This is an optimization exercise on Yosys and OpenROAD, whose aim is small area, a short achievable clock period and few clock cycles, not a production implementation.
Only simulation tests tie the RTL to the original design; equivalence was not proved.
Power and IR drop assume default switching activity.

// xbee_core
module xbee_core (
    input  wire         clk,
    input  wire         rst,
    input  wire         transport_ok,
    input  wire         ctl_valid,
    input  wire [1:0]   ctl_op,
    input  wire         rx_valid,
    input  wire [7:0]   rx_data,
    output wire         rx_ready,
    output wire         tx_valid,
    output wire [7:0]   tx_data,
    input  wire         tx_ready,
    input  wire         cmd_valid,
    input  wire [127:0] cmd_hdr,
    output wire         cmd_ready,
    input  wire         cmd_dvalid,
    input  wire [7:0]   cmd_data,
    output wire         cmd_dready,
    output wire         resp_valid,
    output wire [35:0]  resp,
    input  wire         resp_ready,
    output wire         evt_valid,
    output wire [209:0] evt_hdr,
    input  wire         evt_ready,
    output wire         evt_dvalid,
    output wire [7:0]   evt_data,
    input  wire         evt_dready,
    output wire [31:0]  status
);
For scale: roughly 3600 cells after synthesis, about 1400 flip-flops, ~460 I/O pins, ~58000 um^2 of cells after synthesis.
==> flow/config.mk <==
export PLATFORM = sky130hd
export DESIGN_NAME = xbee_core
export DESIGN_NICKNAME = xbee_core
export VERILOG_FILES = /design/flow/design.v
export SDC_FILE = /design/flow/constraint.sdc
export NUM_CORES = 4
export LEC_CHECK = 0
export CAP_MARGIN = 20
export CORE_MARGIN = 2
export CORE_UTILIZATION = 45
export CTS_BUF_LIST = sky130_fd_sc_hd__clkbuf_16
export CTS_CLUSTER_DIAMETER = 80
export CTS_CLUSTER_SIZE = 22
export PLACE_DENSITY = 0.65
export SETUP_SLACK_MARGIN = 4.6
export SLEW_MARGIN = 20
==> flow/constraint.sdc <==
create_clock -name core_clock -period 8.0 [get_ports {clk}]
set_input_delay 1.6000 -clock core_clock [delete_from_list [all_inputs] [get_ports {clk}]]
set_output_delay 1.6000 -clock core_clock [all_outputs]
set_load 0.01 [all_outputs]
standard.sh (not shown) runs the stock make flow with config.mk's settings and CLKGATE_MAP_FILE= SYNTH_SCRIPT=/design/flow/synth_recipe.tcl, a recipe that flattens the netlist after the stock synthesis.
==> flow/flow/run.sh <==
#!/bin/bash
# The standard layout (standard.sh), with plain buf_1 cells as the
# input and output port buffers instead of the flow's default pick.
set -euo pipefail
export BUFFER_PORTS_ARGS="-buffer_cell sky130_fd_sc_hd__buf_1"
bash standard.sh > standard_make.log 2>&1
The starting point finished clean.
Testbench counts at the start, summed over its fixed seeds: cycles 21,071.
Edit:
Settings changed: CORE_UTILIZATION 45 to 55, PLACE_DENSITY 0.65 to 0.72.
Outcome: The new run went through all stages and came out clean; setup slack gets worse by 0.0087 ns; power falls by 1.4%; global-route usage grows by 4.3 points; cell area came out lower by 0.78%; synthesized cell count does not change; synthesized area is unchanged.

---

xbee_core again, from the RTL that the note above started with.
==> flow/config.mk <==
export PLATFORM = sky130hd
export DESIGN_NAME = xbee_core
export DESIGN_NICKNAME = xbee_core
export VERILOG_FILES = /design/flow/design.v
export SDC_FILE = /design/flow/constraint.sdc
export NUM_CORES = 4
export LEC_CHECK = 0
export CAP_MARGIN = 20
export CORE_MARGIN = 2
export CORE_UTILIZATION = 45
export CTS_BUF_LIST = sky130_fd_sc_hd__clkbuf_8 sky130_fd_sc_hd__clkbuf_16
export CTS_CLUSTER_DIAMETER = 80
export CTS_CLUSTER_SIZE = 22
export PLACE_DENSITY = 0.65
export SETUP_SLACK_MARGIN = 4.6
export SLEW_MARGIN = 20
==> flow/constraint.sdc <==
create_clock -name core_clock -period 8.0 [get_ports {clk}]
set_input_delay 1.6000 -clock core_clock [delete_from_list [all_inputs] [get_ports {clk}]]
set_output_delay 1.6000 -clock core_clock [all_outputs]
set_load 0.01 [all_outputs]
==> flow/flow/run.sh <==
#!/bin/bash
# The standard layout (standard.sh), with plain buf_1 cells as the
# input and output port buffers instead of the flow's default pick, and
# the transport_ok pin placed next to the status[1] pin it feeds.
set -euo pipefail
export BUFFER_PORTS_ARGS="-buffer_cell sky130_fd_sc_hd__buf_1"
export PRE_IO_PLACEMENT_TCL="$PWD/flow/io.tcl"
bash standard.sh > standard_make.log 2>&1
==> flow/flow/io.tcl <==
# Keep the transport_ok input next to the status[1] output it feeds
# straight through, so that the wire between their port buffers is short.
set_io_pin_constraint -group -order -pin_names {transport_ok {status[1]}}
The baseline finished clean.
Testbench counts at the start, summed over its fixed seeds: cycles 21,071.
Then changed:
Settings changed: CTS_BUF_LIST sky130_fd_sc_hd__clkbuf_8 sky130_fd_sc_hd__clkbuf_16 to sky130_fd_sc_hd__clkbuf_16, SETUP_SLACK_MARGIN 4.6 to 4.7.
The changed run finished clean.
Worst hold slack loses 0.017 ns.
Critical path depth does not change.
Via count went up by about 0.4%.

## port drivers added, routing unchanged
No port has a modelled driver above. Below, the same layouts with a new extraction and two added sets of constraints. Step 1: set_driving_cell puts a clkbuf_16 on clk and a buf_2 on each other input, an assumption about the parent block. Step 2, shift: input delay + t, output delay - t, t = (earliest + latest rising clock arrival at the registers) / 2. This alone moves slack from input paths to output paths. Slacks: no drivers / after step 1 / after step 2; pairs: no drivers / after step 1.
run	shift t [ns]	slack for setup (ns)	latest minus earliest clock arrival (ns)
the first run of note 1	0.764	4.564 / 4.517 / 3.842	0.035 / 0.035
the second run of note 1	0.748	4.556 / 4.541 / 3.794	0.041 / 0.041
the first run of note 2	0.780	4.598 / 4.566 / 3.871	0.050 / 0.050
the second run of note 2	0.774	4.587 / 4.564 / 3.873	0.052 / 0.052
After both steps setup and hold are still met in every run listed. The setup slack of the second run of note 1, which loses most, moves by -0.015 ns with the drivers and by -0.762 ns with both steps.
